From an optimization exercise on the open Yosys and OpenROAD flow, aimed at small area, a short achievable clock period and few clock cycles; shortcuts taken in it are not production practice. In this exercise RTL edits were held to simulation tests only and were not proved equivalent to the original. No activity file was given, so power comes from the tool's default toggle rates.

===== flow/run.sh =====
#!/bin/bash
# The standard layout (the standard.sh: ORFS synthesis through finish),
# made with two changes to how it is built, none to what it is built for:
# - the ports are buffered with buf_4 cells instead of the default buffer;
# - the resizer's setup repair aims for 15 ns of slack at the design's
#   20 ns clock, so it speeds up the slowest paths it can.
# The clock, its period, the constraints and every other setting are the standard flow's.
# make's full output goes to flow_make.log here; ORFS keeps each tool's log
# under orfs/logs.
set -euo pipefail
here="$(cd "$(dirname "${BASH_SOURCE[0]}")/.." && pwd)"
cd "$here"
bash standard.sh \
    "BUFFER_PORTS_ARGS=-buffer_cell sky130_fd_sc_hd__buf_4" \
    "SETUP_SLACK_MARGIN=15" \
    finish > flow_make.log 2>&1
test -s out/final.def

===== standard.sh =====
#!/bin/bash
# synth_recipe.tcl (not shown) runs the flow's synth.tcl, then flattens the netlist and writes it again
# the make line also repeats each setting of config.mk as NAME=value (left out here)
make -C /OpenROAD-flow-scripts/flow DESIGN_CONFIG=/design/flow/config.mk WORK_HOME=/design/flow/orfs CLKGATE_MAP_FILE= SYNTH_SCRIPT=/design/flow/synth_recipe.tcl "${@:-finish}"

===== config.mk =====
export PLATFORM = sky130hd
export DESIGN_NAME = viterbi_dec
export DESIGN_NICKNAME = viterbi_dec
export VERILOG_FILES = /design/flow/design.v
export SDC_FILE = /design/flow/constraint.sdc
export NUM_CORES = 4
export LEC_CHECK = 0
export CAP_MARGIN = 20
export CORE_MARGIN = 2
export CORE_UTILIZATION = 40
export CTS_CLUSTER_DIAMETER = 100
export CTS_CLUSTER_SIZE = 20
export SLEW_MARGIN = 20

===== constraint.sdc =====
create_clock -name core_clock -period 20.0 [get_ports {clk}]
set_input_delay 4.0000 -clock core_clock [delete_from_list [all_inputs] [get_ports {clk}]]
set_output_delay 4.0000 -clock core_clock [all_outputs]
set_load 0.01 [all_outputs]

===== design.v =====
module viterbi_dec (
    input  wire       clk,
    input  wire       rst,         
    input  wire       in_valid,
    output wire       in_ready,
    input  wire [1:0] in_sym,      
    input  wire       in_last,     
    output reg        out_valid,
    output reg        out_bit,
    output reg        out_last
);
    localparam K        = 5;
    localparam NP       = 16;       
    localparam W        = 4;        
    localparam POLY0    = 5'h13;
    localparam POLY1    = 5'h1D;
    localparam MIN_TB   = 20;
    localparam TB_GROUP = 12;
    localparam CAP      = 32;       
    function [1:0] bm_hard(input [4:0] st, input [1:0] y);
        reg [1:0] x;
        begin
            x = {^(st & POLY1), ^(st & POLY0)} ^ y;
            bm_hard = {1'b0, x[0]} + {1'b0, x[1]};
        end
    endfunction
    function e2(input [4:0] st, input [1:0] y);
        e2 = (bm_hard(st, y) == 2'd2);
    endfunction
    function c1(input [3:0] x, input [1:0] y);
        c1 = (bm_hard({x, 1'b0}, y) == 2'd1);
    endfunction
    reg        rdy;                 
    reg        v_r, rdy_r, last_r;
    reg  [1:0] sym_r;
    assign in_ready = rdy;
    always @(posedge clk) begin
        v_r    <= in_valid;
        rdy_r  <= rdy & ~rst;
        sym_r  <= in_sym;
        last_r <= in_last;
    end
    wire tk = v_r & rdy_r;          
    reg  [W-1:0]   vm [0:NP-1];     
    reg  [1:0]     ylast;
    reg  [2:0]     wc;              
    reg  [4:0]     h_len;           
    wire warm  = (wc != K);
    wire first = (wc == 3'd0);
    reg  [W-1:0]  nvm [0:NP-1];
    reg  [NP-1:0] acs_d;
    reg  [W-1:0]  va, vb, dv, base;
    reg           le_m2, le_0, le_2, ehi, elo, dsel, off2, cc, k0, k1, k2;
    reg  [3:0]    yeq;              
    reg           sub8;
    integer q, x;
    always @(*) begin
        sub8 = !first;
        for (q = 0; q < NP; q = q + 1)
            sub8 = sub8 & vm[q][W-1];
        for (q = 0; q < 4; q = q + 1)
            yeq[q] = (ylast == q[1:0]) && !first;
        for (x = 0; x < NP / 2; x = x + 1) begin
            va  = vm[x];
            vb  = vm[x | 8];
            dv  = va - vb;                  
            le_m2 = dv[3] && !(dv[2] && dv[1] && dv[0]);     
            le_0  = dv[3] || (dv == 4'd0);                   
            le_2  = dv[3] || (!dv[2] && !(dv[1] && dv[0]));  
            for (q = 2 * x; q <= 2 * x + 1; q = q + 1) begin
                ehi = yeq[3 - {^(q[4:0] & POLY1), ^(q[4:0] & POLY0)}];
                elo = yeq[{^(q[4:0] & POLY1), ^(q[4:0] & POLY0)}];
                acs_d[q] = ehi ? !le_m2 : elo ? !le_2 : !le_0;
                dsel = acs_d[q] && !warm;
                base = first ? 4'd0 : dsel ? vb : va;
                off2 = dsel ? elo : ehi;
                cc   = c1(q[3:0], sym_r);
                k0 = base[0] & cc;
                k1 = (base[1] & off2) | (base[1] & k0) | (off2 & k0);
                k2 = base[2] & k1;
                nvm[q] = {base[3] ^ k2 ^ sub8, base[2] ^ k1, base[1] ^ off2 ^ k0, base[0] ^ cc};
            end
        end
    end
    reg  [NP-1:0]  d_r;             
    reg            upd_r;           
    reg            tbq_r;           
    reg            lst_r;           
    reg  [4:0]     n_r;             
    reg  [NP-1:0]  d_r2;
    reg            upd_r2;
    reg            lst_r2;
    reg  [CAP-2:0] path [0:NP-1];
    reg  [NP-1:0]  cand_r;          
    reg            cap_r;           
    reg            fin_due;         
    reg  [4:0]     fin_n;
    reg [NP-1:0] cand, c2, c1v;
    reg          a3, a2x, a2y, a2, a1, a0;
    always @(*) begin
        a3 = 1'b0; a2x = 1'b0; a2y = 1'b0;
        for (q = 0; q < NP; q = q + 1) begin
            a3  = a3  | ~vm[q][3];
            a2x = a2x | (~vm[q][3] & ~vm[q][2]);
            a2y = a2y | ~vm[q][2];
        end
        a2 = a3 ? a2x : a2y;
        for (q = 0; q < NP; q = q + 1)
            c2[q] = ~(a3 & vm[q][3]) & ~(a2 & vm[q][2]);
        a1 = 1'b0;
        for (q = 0; q < NP; q = q + 1)
            a1 = a1 | (c2[q] & ~vm[q][1]);
        for (q = 0; q < NP; q = q + 1)
            c1v[q] = c2[q] & ~(a1 & vm[q][1]);
        a0 = 1'b0;
        for (q = 0; q < NP; q = q + 1)
            a0 = a0 | (c1v[q] & ~vm[q][0]);
        for (q = 0; q < NP; q = q + 1)
            cand[q] = c1v[q] & ~(a0 & vm[q][0]);
    end
    reg [NP-1:0]  first_c, src_c;
    reg           seen;
    reg [CAP-2:0] best_p;
    always @(*) begin
        seen = 1'b0;
        for (q = 0; q < NP; q = q + 1) begin
            first_c[q] = cand_r[q] & ~seen;
            seen = seen | cand_r[q];
        end
        for (q = 0; q < NP; q = q + 1)
            src_c[q] = (first_c[2 * (q & 7)]     & (d_r2[2 * (q & 7)]     == q[3]))
                     | (first_c[2 * (q & 7) + 1] & (d_r2[2 * (q & 7) + 1] == q[3]));
        best_p = {(CAP-1){1'b0}};
        for (q = 0; q < NP; q = q + 1)
            best_p = best_p | (path[q] & {(CAP-1){src_c[q]}});
    end
    reg  [TB_GROUP-1:0] sbuf;       
    reg  [3:0]          s_cnt;
    reg  [CAP-2:0]      fbuf;       
    reg  [5:0]          f_cnt;
    wire f_free = (f_cnt == 6'd0) || (f_cnt == 6'd1 && s_cnt == 4'd0);
    wire fin_go = fin_due && f_free;
    reg  [2:0] wc_n;
    reg  [4:0] h_len_n;
    reg        lst_n;
    reg        fin_due_n;
    always @(*) begin
        wc_n    = wc;
        h_len_n = h_len;
        lst_n   = 1'b0;
        if (tk) begin
            if (warm) begin
                wc_n = wc + 3'd1;
            end else begin
                h_len_n = (h_len == 5'd31) ? MIN_TB : h_len + 5'd1;
            end
            if (last_r) begin
                wc_n    = 3'd0;
                h_len_n = 5'd0;
                lst_n   = !warm;
            end
        end
        fin_due_n = (fin_due && !f_free) || lst_r2;
    end
    integer i;
    always @(posedge clk) begin
        if (tk) begin
            ylast <= sym_r;
            for (i = 0; i < NP; i = i + 1)
                vm[i] <= nvm[i];
        end
        d_r <= acs_d;
        n_r <= (h_len == 5'd31) ? MIN_TB : h_len + 5'd1;
        d_r2 <= d_r;
        if (upd_r2)
            for (i = 0; i < NP; i = i + 1)
                path[i] <= {~path[(i >> 1) | (d_r2[i] ? 8 : 0)][CAP-3:0], d_r2[i]};
        cand_r <= cand;                 
        if (lst_r)
            fin_n <= n_r;
        if (cap_r)
            sbuf <= best_p[CAP-2:MIN_TB-1];
        else
            sbuf <= {sbuf[TB_GROUP-2:0], 1'b0};
        if (fin_go)
            fbuf <= path[0];
        if (rst) begin
            rdy       <= 1'b1;
            wc        <= 3'd0;
            h_len     <= 5'd0;
            upd_r     <= 1'b0;
            upd_r2    <= 1'b0;
            lst_r2    <= 1'b0;
            tbq_r     <= 1'b0;
            lst_r     <= 1'b0;
            cap_r     <= 1'b0;
            fin_due   <= 1'b0;
            s_cnt     <= 4'd0;
            f_cnt     <= 6'd0;
            out_valid <= 1'b0;
            out_bit   <= 1'b0;
            out_last  <= 1'b0;
        end else begin
            wc      <= wc_n;
            h_len   <= h_len_n;
            upd_r   <= tk && !warm;
            upd_r2  <= upd_r;
            lst_r2  <= lst_r;
            tbq_r   <= tk && !warm && (h_len == 5'd31);
            lst_r   <= lst_n;
            cap_r   <= tbq_r;
            fin_due <= fin_due_n;
            rdy     <= !((fin_due_n || lst_n || lst_r) && wc_n >= 3'd4);
            out_valid <= 1'b0;
            out_last  <= 1'b0;
            if (s_cnt != 4'd0) begin
                out_valid <= 1'b1;
                out_bit   <= sbuf[TB_GROUP-1] ^ s_cnt[0];
                s_cnt     <= s_cnt - 4'd1;
            end else if (f_cnt != 6'd0) begin
                out_valid <= 1'b1;
                out_bit   <= fbuf[f_cnt - 6'd1] ^ ~f_cnt[0];
                out_last  <= (f_cnt == 6'd1);
                f_cnt     <= f_cnt - 6'd1;
            end
            if (cap_r)
                s_cnt <= TB_GROUP;
            if (fin_go)
                f_cnt <= {1'b0, fin_n};
        end
    end
endmodule

==> results by group, run 1 <==
Critical path
  – Worst setup path class: reg -> out
  – Setup crit end: out_bit
  – Crit path buffers/inverters: 1
  – Critical path launch point: out_bit
  – Top delay family on crit path: flip-flops
  – Worst path cell trace: buf_6
  – Startpoint Class: register
  – Crit path max fanout: 2
  – Type of destination of the critical path: output port
  – Worst r2r dst: cand_r[11]
  – R2R Setup Slk: 15,520 ps
  – Slowest CP cell: dfxtp_2
  – Reg2Reg Depth: 11
  – CP max stage delay: 340 ps
  – CP arrival: 1040 ps
  – Critical path depth in cells: 1
  – Worst r2r src: vm[11][3]
  – Worst Path Required: 16,000 ps

Clocking
  – CTS Buf Count: 41
  – Sink Count: 697
  – Clk slew on worst S/H paths: 90 ps
  – Post-CTS Resized: 7
  – TritonCTS clock tree: yes
  – Clock latency on the worst-skew pair: 590 ps
  – Clock root buffer: clkbuf_16
  – # Post-CTS Setup Buffers: 0
  – Max clock buf depth: 3
  – H-tree depth: 2
  – Hold buffer count at cts: 0

Timing
  – Final Hold Violating Endpoints: 0
  – Fin crit period: 5040 ps
  – Setup violations, final: 0
  – RSZ-0062 raised after global routing: yes
  – Period utilization: 0.252
  – Setup_tns: 0 ps
  – Slew headroom: 0.189
  – Final WS setup: 14,960 ps
  – Max-slew violations: 0
  – Worst Skew: 35.4 ps
  – Fmax: 198 MHz
  – Worst-Margin Slew: 1210 ps

Route
  – Routed WL: 73,500 µm
  – # DRC: 0
  – Drt via density: 5.64
  – Routed via count: 18.6k
  – Per-cell routed wire length: 22.3 µm
  – 1st-pass router iterations: 8
  – Initial drt markers: 1,832
  – Routed Antenna Nets: 0

Finish
  – Most common cell after layout, fill and taps aside: edfxtp_1
  – Most frequent cells in the layout: edfxtp_1 (598), mux2i_1 (519), nor2_1 (146), nand2_1 (96), a21oi_1 (87)
  – Layout net count: 2,313
  – Fill cells: 6,982
  – Diode count: 0
  – Layout cell share with drive strength beyond 1: 0.0760
  – Area growth, synth to finish: 7.81%
  – Design area: 34,400 µm²

Floorplanning
  – Ports: 10
  – Die H: 287 µm
  – Chip Width: 287 µm
  – Core Box Area: 79,000 µm²
  – Row Count: 103
  – Initial Util: 0.404
  – DIE AREA: 82,100 µm²

Power and ir drop
  – Cell Pwr Density: 91.6 nW/µm²
  – Net Sw Power: 0.000865 W
  – Clock power frac: 0.281
  – Leak: 12.6 nW
  – Part of the power in combinational logic: 0.184
  – P_int: 0.00229 W
  – Sequential fraction of design power: 0.534
  – VDD IR max: 0.0000536 V
  – Sw Ratio: 0.274

Hold path
  – Hold_sp: d_r[3]
  – Hold Path Class: reg -> reg

Placement
  – Setup WS pre-CTS: 15,310 ps
  – # port buffers: 9
  – RD Place Congestion: 0.955
  – Hpwl dp: 46,800 µm
  – Total placed instance area: 33,200 µm²

Synthesis
  – Flops & latches, synth: 697
  – Post-synthesis cell type count: 64
  – Synth warn: 4
  – Post-synthesis sequential area ratio: 0.624
  – Syn_area_per_cell: 14.2 µm²
  – Synth Instances: 2,257
  – EDFF count, synth: 598
  – Post-Syn Area: 31,900 µm²
  – Ys async rst share: 0
  – Post-synth top flop: edfxtp_1
  – Total nets after synthesis: 2,350

Global routing
  – Vias in the first global route: 18.8k
  – All-Layer GR Usage: 0.178
  – First-pass GRT wire length: 114,000 µm
  – Remaining Overflow, GRT: 0
  – Pin count of the biggest net entering global routing: 179
  – Initial antenna violation count: 0

Run
  – Max Cap Viol: 0

Run status
  – Status: finished clean
[registers in the layout, summed over array words and instances (netlist names), 6 cells and up, named ones only]
register / flops
cand_r: 16
d_r: 16
d_r2: 16
f_cnt: 6
fbuf: 31
path: 496
sbuf: 12
vm: 64
[synthesized netlist by cell type, types with 20 or more instances]
cell | number | area, µm²
mux2i_1 | 519 | 5190
a21oi_1 | 87 | 435
xor2_1 | 25 | 219
edfxtp_1 | 598 | 18000
nand2_1 | 96 | 360
fa_1 | 24 | 480
ha_1 | 63 | 788
o21ai_0 | 30 | 150
a22oi_1 | 63 | 473
dfxtp_1 | 99 | 1980
nand4_1 | 21 | 131
a221oi_1 | 30 | 263
xnor2_1 | 25 | 219
clkbuf_1 | 81 | 304
nor2_1 | 152 | 571
inv_1 | 77 | 289
a221o_1 | 20 | 200
buf_1 | 28 | 105
[area by class of cell]
class | instances | area (µm²) | area share
clock buffer | 70 | 1170 | 0.0339
clock inverter | 4 | 55.1 | 0.00160
inverter | 78 | 293 | 0.00850
multi-input combinational | 1356 | 11200 | 0.326
sequential | 697 | 20000 | 0.580
tap | 1050 | 1310 | 0.0382
timing repair buffer | 46 | 393 | 0.0114
[per-stage QoR]
| step | total power [W] | utilization | hold slack [ps] | cells |
|---|---|---|---|---|
| after global routing | 0.00328 | 0.436 | 292 | 3301 |
| after global placement | 0.00229 | 0.420 | 312 | 3226 |
| after CTS | 0.00319 | 0.435 | 297 | 3300 |
| final | 0.00315 | 0.436 | 299 | 3301 |
| after detailed placement | 0.00230 | 0.420 | 312 | 3226 |
| after floorplan | 0.00211 | - | 310 | 2257 |
[how the worst min path moves through the flow]
stage	endpoint	cells past startpoint
global placement	d_r2[0]	0
global route	d_r2[3]	0
finish	d_r2[3]	0
CTS	d_r2[3]	0
detailed placement	d_r2[0]	0
floorplan	d_r2[0]	0
[power by group through the flow]
stage / Sequential [W] / Clock, W / Combinational, W
floorplan: 0.00168 / 0 / 0.000432
global route: 0.00169 / 0.000957 / 0.000629
CTS: 0.00168 / 0.000912 / 0.000590
finish: 0.00168 / 0.000887 / 0.000581
global placement: 0.00172 / 0 / 0.000575
detailed placement: 0.00172 / 0 / 0.000587
[cell families (layout without fill, tap and decap cells)]
| family | count (synthesis) | count (layout) | synth area share |
|---|---|---|---|
| AOI/OAI and AO/OA | 330 | 330 | 0.0744 |
| xor gates and xnor gates | 50 | 50 | 0.0137 |
| adders and majority gates | 87 | 87 | 0.0397 |
| buffers and inverters | 204 | 198 | 0.0256 |
| DFF | 697 | 697 | 0.624 |
| muxes | 535 | 535 | 0.171 |
| and+or+nand+nor | 354 | 354 | 0.0511 |
[routing by layer]
layer  GRT usage  wire (µm)
met3      0.0321       4650
met4      0.0470       1850
met2       0.287      34000
met5           0          0
met1       0.247      33000
Testbench counts, summed over its fixed seeds: cycles 56,611.
==> inputs of run 2 (changes only) <==
--- a/config.mk
+++ b/config.mk
@@ -8,6 +8,7 @@
 export CAP_MARGIN = 20
 export CORE_MARGIN = 2
 export CORE_UTILIZATION = 40
-export CTS_CLUSTER_DIAMETER = 100
-export CTS_CLUSTER_SIZE = 20
+export CTS_BUF_LIST = sky130_fd_sc_hd__clkbuf_8
+export CTS_CLUSTER_DIAMETER = 80
+export CTS_CLUSTER_SIZE = 14
 export SLEW_MARGIN = 20
==> results by group, run 2 <==
Floorplanning
  – Chip Width: 287 µm (unchanged)
  – Row Count: 103 (unchanged)
  – Core Box Area: 79,000 µm² (unchanged)
  – Die H: 287 µm (unchanged)
  – DIE AREA: 82,100 µm² (unchanged)
  – Initial Util: 0.404 (unchanged)
  – Ports: 10 (unchanged)

Route
  – Per-cell routed wire length: 22.2 µm (-0.33%)
  – Routed Antenna Nets: 0 (unchanged)
  – Routed via count: 18.7k (+0.34%)
  – # DRC: 0 (unchanged)
  – Routed WL: 74,000 µm (+0.67%)
  – 1st-pass router iterations: 5 (-3)
  – Initial drt markers: 1,770 (-3.4%)
  – Drt via density: 5.60 (-0.65%)

Synthesis
  – Most common cell in the netlist: edfxtp_1
  – Synth warn: 4 (unchanged)
  – Post-synthesis cell type count: 64 (unchanged)
  – Synth Instances: 2,257 (unchanged)
  – Post-Syn Area: 31,900 µm² (unchanged)
  – EDFF count, synth: 598 (unchanged)
  – Total nets after synthesis: 2,350 (unchanged)
  – Ys async rst share: 0 (unchanged)
  – Post-Synth XOR/XNOR Area: 0.0137 (unchanged)
  – Largest cells by area after synthesis: edfxtp_1 (56%), mux2i_1 (16%), dfxtp_1 (6.2%)
  – Mux share of post-synthesis cell area: 0.171 (unchanged)
  – Post-synthesis sequential area ratio: 0.624 (unchanged)
  – Largest family of logic cells by synthesized area: multiplexers
  – Syn_area_per_cell: 14.2 µm² (unchanged)
  – Synth top area share: 0.562 (unchanged)
  – Compound-cell area share of the yosys netlist: 0.0744 (unchanged)
  – Post-synth top cells: edfxtp_1 (598), mux2i_1 (519), nor2_1 (152), dfxtp_1 (99), nand2_1 (96)
  – Post-synth top flop: edfxtp_1
  – Flops & latches, synth: 697 (unchanged)
  – Synth area leader: edfxtp_1
  – Post-synthesis adder-cell area fraction: 0.0397 (unchanged)
  – Simple-Gate Fraction of Synth Area: 0.0511 (unchanged)

Timing
  – Worst Skew: 38.4 ps (+2.94 ps)
  – Period utilization: 0.257 (+0.00481)
  – Fin crit period: 5130 ps (+96.2 ps)
  – Max-slew violations: 0 (unchanged)
  – Slew headroom: 0.193 (+0.00431)
  – Setup violations, final: 0 (unchanged)
  – RSZ-0062 raised after global routing: yes
  – Fmax: 195 MHz (-1.9%)
  – Final Hold Violating Endpoints: 0 (unchanged)
  – Worst-Margin Slew: 1210 ps (-6.44 ps)
  – Setup_tns: 0 ps (unchanged)

Finish
  – Layout net count: 2,328 (+0.65%)
  – Area growth, synth to finish: 7.04%
  – Largest Register: path
  – Most common cell after layout, fill and taps aside: edfxtp_1
  – Biggest registers after layout: path x496, vm x64, fbuf x31
  – Most frequent cells in the layout: edfxtp_1 (598), mux2i_1 (519), nor2_1 (146), inv_1 (121), nand2_1 (96)
  – Multi-input logic area: 11,200 µm² (unchanged)
  – Max reg flops: 496 (unchanged)
  – Fill cells: 7,024 (+0.60%)
  – Layout cell share with drive strength beyond 1: 0.0811 (+0.00510)
  – Reg area: 20,000 µm² (unchanged)

Power and ir drop
  – VDD IR max: 0.0000555 V (+3.6%)
  – Leak: 12.6 nW (+0.53%)
  – Cell Pwr Density: 88.0 nW/µm² (-3.9%)
  – Total power: 0.00301 W (-4.6%)

Global routing
  – All-Layer GR Usage: 0.179 (+0.00130)
  – Vias in the first global route: 18.9k (+0.52%)
  – First-pass GRT wire length: 115,000 µm (+0.67%)
  – Pin count of the biggest net entering global routing: 179 (unchanged)
  – Remaining Overflow, GRT: 0 (unchanged)
  – Initial antenna violation count: 1 (+1)

Critical path
  – Critical path launch point: out_bit
  – CP arrival: 1130 ps (+90 ps)
  – Worst r2r src: vm[12][3]
  – Startpoint Class: register
  – Worst path cell trace: buf_6
  – CP max stage delay: 340 ps (about the same)
  – Type of destination of the critical path: output port
  – Worst setup path class: reg -> out
  – Crit path buffers/inverters: 1 (unchanged)
  – Worst Path Required: 16,000 ps (about the same)
  – Crit path max fanout: 2 (unchanged)
  – Top delay family on crit path: flip-flops
  – Slowest CP cell: dfxtp_2

Clocking
  – Max clock buf depth: 3 (unchanged)
  – H-tree depth: 2 (unchanged)
  – TritonCTS clock tree: yes
  – CTS Buf Count: 56 (+37%)
  – Clock root buffer: clkbuf_8
  – Clk slew on worst S/H paths: 90 ps (about the same)
  – Clock latency on the worst-skew pair: 690 ps (+100 ps)
  – Sink Count: 697 (unchanged)

Placement
  – RD Place Congestion: 0.955 (unchanged)
  – # port buffers: 9 (unchanged)
  – Hpwl dp: 46,800 µm (unchanged)

Hold path
  – Hold_sp: d_r[9]
  – Hold Path Class: reg -> reg

Run status
  – Status: finished clean

Run
  – Max Cap Viol: 0 (unchanged)
## run 2: cell counts after synthesis
Identical to the previous run, type by type.
## run 2: final timing paths
| kind | slack [ps] | endpoint | cells after the start |
|---|---|---|---|
| worst min-delay path | 320 | d_r2[9] | 0 |
| worst max-delay path | 14870 | out_bit | 1 |
| worst min register to register | 320 | d_r2[9] | 0 |
| worst max register to register | 15490 | cand_r[11] | 11 |
## run 2: cell families after synthesis
kind of cell	count (synthesis)
AO/OA/AOI/OAI	330
XOR/XNOR	50
adder cells (fa/ha/maj)	87
buffers and inverters	204
flip-flops	697
multiplexers	535
AND/OR/NAND/NOR	354
## run 2: per-layer routing
layer,share of wire,wire (µm),GRT usage,up-vias
li1,-,-,-,8550
met1,0.45,33200,0.248,9418
met2,0.46,34100,0.287,586
met3,0.065,4810,0.0352,124
met4,0.026,1890,0.0504,0
met5,0,0,0,-
## run 2: power by group
part           internal, W  switching (W)  total [W]
sequential         0.00163      0.0000559    0.00168
combinational     0.000249       0.000334   0.000583
clock             0.000265       0.000475   0.000740
total              0.00214       0.000865    0.00301
## run 2: worst register-to-register path, stage by stage, from the launching register on
cell and delay (ps):
edfxtp_1 540, nand4_1 210, nor4_1 400, nand2_1 550
a22o_1 510, o2111ai_2 260, nor4_4 130, nand2_4 190
a21oi_1 100, a2111oi_1 600, nand3_2 470, a221oi_1 440
## run 2: layout make-up
cell class / instances / area share
tap: 1050 / 0.0384
antenna: 2 / 0.000146
sequential: 697 / 0.584
inverter: 78 / 0.00856
clock inverter: 49 / 0.00589
multi-input combinational: 1356 / 0.329
clock buffer: 56 / 0.0225
timing repair buffer: 46 / 0.0115
## run 2: stage by stage
step                area [µm²]  cells  utilization  setup slack [ps]  hold slack [ps]
floorplan                31900   2257            -             15240              310
global placement         33100   3226        0.420             15330              312
detailed placement       33200   3226        0.420             15310              312
CTS                      34200   3331        0.432             14790              319
global route             34200   3334        0.433             14800              318
finish                   34200   3334        0.433             14870              321
## run 2: what timing repair did
action,CTS,global route
hold buffers,0,0
buffers inserted,0,0
setup endpoints to repair,4,4
gates resized for setup,7,1

what the ideal ports hide:
In the flow no input, the clock included, has a driving cell. The finished layouts below were timed again as built, in two steps.
Step 1: set_driving_cell puts a clkbuf_16 on clk and a buf_2 on each other input, an assumption about the parent block.
Step 2, shift: input delay + t, output delay - t, t = (earliest + latest rising clock arrival at the registers) / 2. This alone moves slack from input paths to output paths.
a / b / c = ideal / step 1 / step 2; a / b = the first two.
run | shift t [ns] | setup slack, ns | worst setup path after step 2 | worst slew at a driven data input, ns
run 1 | 0.639 | 14.962 / 14.899 / 15.310 | input to register | 0.03
run 2 | 0.736 | 14.865 / 14.804 / 15.316 | input to register | 0.03
After both steps setup and hold are still met in every run listed.
